This design comes from an exercise in tuning for a short achievable clock period and few clock cycles on the open sky130 flow, not from production work.
No driver is modelled on the clock port, so clock power and skew are understated where the tree is cut down; a real chip needs a root buffer or a tree.

==> run a: inputs <==
Design line_rasterizer, start of the top module:
module line_rasterizer (
    input  wire       clk,
    input  wire       rst,      
    input  wire       start,
    input  wire [7:0] x0,
    input  wire [7:0] y0,
    input  wire [7:0] x1,
    input  wire [7:0] y1,
    output wire       ready,
    output wire       write,
    output wire [7:0] x,
    output wire [7:0] y,
    output wire       done
);
clock: 4.0 ns
lec_check: 0
cap_margin: 20
core_margin: 2
core_utilization: 40
place_density: 0.6
setup_slack_margin: 2.5
slew_margin: 20
standard.sh (not shown) runs the stock make flow with config.mk's settings and CLKGATE_MAP_FILE= SYNTH_SCRIPT=/design/flow/synth_recipe.tcl, a recipe that flattens the netlist after the stock synthesis.
==> flow/flow/run.sh <==
#!/bin/bash
# Layout: the standard ORFS flow (standard.sh: standard synthesis,
# floorplan, placement, routing), except that the clock tree is built by
# flow/cts_hook.tcl (two levels of clkbuf_16 from the clock port) in place of
# TritonCTS. The make output goes to standard_flow.log; every tool's own log
# is under orfs/logs/.
set -euo pipefail
here=$(pwd)
FLAT_CTS_LEAF=24 bash standard.sh PRE_CTS_TCL="$here/flow/cts_hook.tcl" finish > "$here/standard_flow.log" 2>&1
==> flow/flow/cts_hook.tcl <==
# Clock tree of two levels: the clock port drives a few clkbuf_16 buffers, each
# driving several clkbuf_16 leaf buffers; each leaf buffer drives a cluster of
# about FLAT_CTS_LEAF flip-flops. Clusters come from a size-balanced k-means on
# placed positions and buffers sit at their cluster's centre, so every
# register sees the same two buffer stages. Replaces TritonCTS, whose deeper
# tree has a larger insertion delay for this small design.

# points: list of {id x y}; returns {assignment centres sizes}
proc flat_cts_cluster { points nk } {
  set n [llength $points]
  set sx 0; set sy 0
  foreach s $points { set sx [expr {$sx + [lindex $s 1]}]; set sy [expr {$sy + [lindex $s 2]}] }
  set mx [expr {double($sx) / $n}]; set my [expr {double($sy) / $n}]
  set ang {}
  foreach s $points { lappend ang [list [expr {atan2([lindex $s 2] - $my, [lindex $s 1] - $mx)}] $s] }
  set ang [lsort -real -index 0 $ang]
  set cent {}
  for {set k 0} {$k < $nk} {incr k} {
    set s [lindex [lindex $ang [expr {int(($k + 0.5) * $n / $nk)}]] 1]
    lappend cent [list [expr {double([lindex $s 1])}] [expr {double([lindex $s 2])}]]
  }
  set cap [expr {int(ceil(double($n) / $nk))}]
  for {set iter 0} {$iter < 40} {incr iter} {
    set pairs {}
    set i 0
    foreach s $points {
      for {set k 0} {$k < $nk} {incr k} {
        set c [lindex $cent $k]
        set d [expr {abs([lindex $s 1] - [lindex $c 0]) + abs([lindex $s 2] - [lindex $c 1])}]
        lappend pairs [list $d $i $k]
      }
      incr i
    }
    set pairs [lsort -real -index 0 $pairs]
    set asg [lrepeat $n -1]
    set cnt [lrepeat $nk 0]
    foreach p $pairs {
      lassign $p d i k
      if {[lindex $asg $i] >= 0} continue
      if {[lindex $cnt $k] >= $cap} continue
      lset asg $i $k
      lset cnt $k [expr {[lindex $cnt $k] + 1}]
    }
    set newc {}
    for {set k 0} {$k < $nk} {incr k} { lappend newc [list 0.0 0.0 0] }
    set i 0
    foreach s $points {
      set k [lindex $asg $i]
      lassign [lindex $newc $k] ax ay ac
      lset newc $k [list [expr {$ax + [lindex $s 1]}] [expr {$ay + [lindex $s 2]}] [expr {$ac + 1}]]
      incr i
    }
    set cent {}
    foreach c $newc {
      lassign $c ax ay ac
      if {$ac == 0} { set ac 1 }
      lappend cent [list [expr {$ax / $ac}] [expr {$ay / $ac}]]
    }
  }
  return [list $asg $cent $cnt]
}

proc flat_cts_buffer { block master name cx cy innet } {
  set inst [odb::dbInst_create $block $master $name]
  set net [odb::dbNet_create $block "net_$name"]
  $net setSigType CLOCK
  set w [$master getWidth]; set h [$master getHeight]
  $inst setLocation [expr {int($cx - $w / 2)}] [expr {int($cy - $h / 2)}]
  $inst setPlacementStatus PLACED
  [$inst findITerm A] connect $innet
  [$inst findITerm X] connect $net
  return $net
}

proc clock_tree_synthesis { args } {
  set leafsize 30
  if { [info exists ::env(FLAT_CTS_LEAF)] } { set leafsize $::env(FLAT_CTS_LEAF) }
  set ntop 4
  if { [info exists ::env(FLAT_CTS_TOP)] } { set ntop $::env(FLAT_CTS_TOP) }
  set block [ord::get_db_block]
  set db [ord::get_db]
  set clknet [$block findNet clk]
  set master [$db findMaster sky130_fd_sc_hd__clkbuf_16]
  set sinks {}
  set its {}
  set i 0
  foreach it [$clknet getITerms] {
    set bx [[$it getInst] getBBox]
    lappend sinks [list $i [expr {([$bx xMin] + [$bx xMax]) / 2.0}] [expr {([$bx yMin] + [$bx yMax]) / 2.0}]]
    lappend its $it
    incr i
  }
  set n [llength $sinks]
  set nleaf [expr {int(ceil(double($n) / $leafsize))}]
  if {$nleaf < $ntop} { set ntop $nleaf }
  puts "flat CTS: $n sinks, $nleaf leaf buffers, $ntop top buffers"
  lassign [flat_cts_cluster $sinks $nleaf] lasg lcent lcnt
  puts "flat CTS: leaf cluster sizes $lcnt"
  set leaves {}
  set k 0
  foreach c $lcent { lappend leaves [list $k [lindex $c 0] [lindex $c 1]]; incr k }
  lassign [flat_cts_cluster $leaves $ntop] tasg tcent tcnt
  puts "flat CTS: top cluster sizes $tcnt"
  set topnets {}
  for {set t 0} {$t < $ntop} {incr t} {
    lassign [lindex $tcent $t] cx cy
    lappend topnets [flat_cts_buffer $block $master "clkbuf_top_$t" $cx $cy $clknet]
  }
  set leafnets {}
  for {set k 0} {$k < $nleaf} {incr k} {
    lassign [lindex $lcent $k] cx cy
    lappend leafnets [flat_cts_buffer $block $master "clkbuf_leaf_$k" $cx $cy [lindex $topnets [lindex $tasg $k]]]
  }
  set i 0
  foreach it $its {
    $it disconnect
    $it connect [lindex $leafnets [lindex $lasg $i]]
    incr i
  }
  set_propagated_clock [all_clocks]
}
==> run b (differences from run a) <==
==> flow/run.sh (new file) <==
#!/bin/bash
# synth_recipe.tcl (not shown) runs the flow's synth.tcl, then flattens the netlist and writes it again
# the make line also repeats each setting of config.mk as NAME=value (left out here)
make -C /OpenROAD-flow-scripts/flow DESIGN_CONFIG=/design/flow/config.mk WORK_HOME=/design/flow/orfs CLKGATE_MAP_FILE= SYNTH_SCRIPT=/design/flow/synth_recipe.tcl finish
removed: flow/flow/run.sh
removed: flow/flow/cts_hook.tcl
removed: flow/standard.sh
==> results.sh <==
export IMPL_multi_input_gates=1045
export IMPL_ir_drop_mv=0.330
export IMPL_cp_required_ps=4360
export IMPL_wl_met2_um=32800
export IMPL_postCtsSetupRepairBufs=77
export IMPL_switching_share_pct=32.3
export IMPL_use_met1_pct=19.9
export IMPL_routedLengthMet1_um=28900
export IMPL_wirelength_um=65300
export IMPL_p_seq_share_pct=46.6
export IMPL_power_density_nw_per_um2=735
export IMPL_fmax_ghz=0.513
export IMPL_drt_iter0_drc=999
export IMPL_crit_chain="nand2b_4 -> nand2_8 -> inv_8 -> buf_4 -> buf_8 -> ha_4 -> inv_2 -> ha_4 -> fa_2 -> nor2b_1"
export IMPL_outcome="timing/DRC/antenna clean"
Source of the figures above: run a

==> results.sh <==
export IMPL_multi_input_gates=1046
export IMPL_fmax_ghz=0.508
export IMPL_use_met1_pct=20.3
export IMPL_switching_share_pct=31.4
export IMPL_outcome="timing/DRC/antenna clean"
export IMPL_wl_met2_um=32900
export IMPL_ir_drop_mv=0.364
export IMPL_wirelength_um=66300
export IMPL_routedLengthMet1_um=29400
export IMPL_synthesis_area_um2=32100
export IMPL_postCtsSetupRepairBufs=80
export IMPL_crit_chain="nand2b_4 -> nand2_8 -> inv_8 -> ha_4 -> inv_2 -> ha_4 -> inv_2 -> fa_2 -> xor2_2 -> xnor2_2 -> a31oi_1"
Source of the figures above: run b

No functional check of the RTL was part of any run of this note. The clock cells of run a come from the design's own scripts or RTL, not from TritonCTS.

## separate check: timing with driven ports
The flow's constraints put no driver on any port. The routed layouts listed below were extracted and timed again, unchanged, in two steps. Step 1 sets driving cells, clkbuf_16 on the clock port and buf_2 on the other inputs (assumed; they add their load-dependent delay and slew). Step 2 moves the port delays by t, midway between the first and last clock arrival at a register: inputs arrive t later, outputs are due t later. That takes back most of the time a late clock gives input paths. Slacks: no drivers / after step 1 / after step 2; pairs: no drivers / after step 1.
| run | t, ns | slack for setup (ns) | clock arrival spread, ns | slew at the worst register clock pin (ns) |
|---|---|---|---|---|
| run a | 0.522 | 2.049 / 2.049 / 1.762 | 0.063 / 0.063 | 0.10 / 0.10 |
| run b | 0.681 | 2.031 / 2.005 / 1.491 | 0.054 / 0.054 | 0.06 / 0.06 |
After both steps setup and hold are still met in every run listed. The setup slack of run b, which loses most, moves by -0.026 ns with the drivers and by -0.540 ns with both steps.
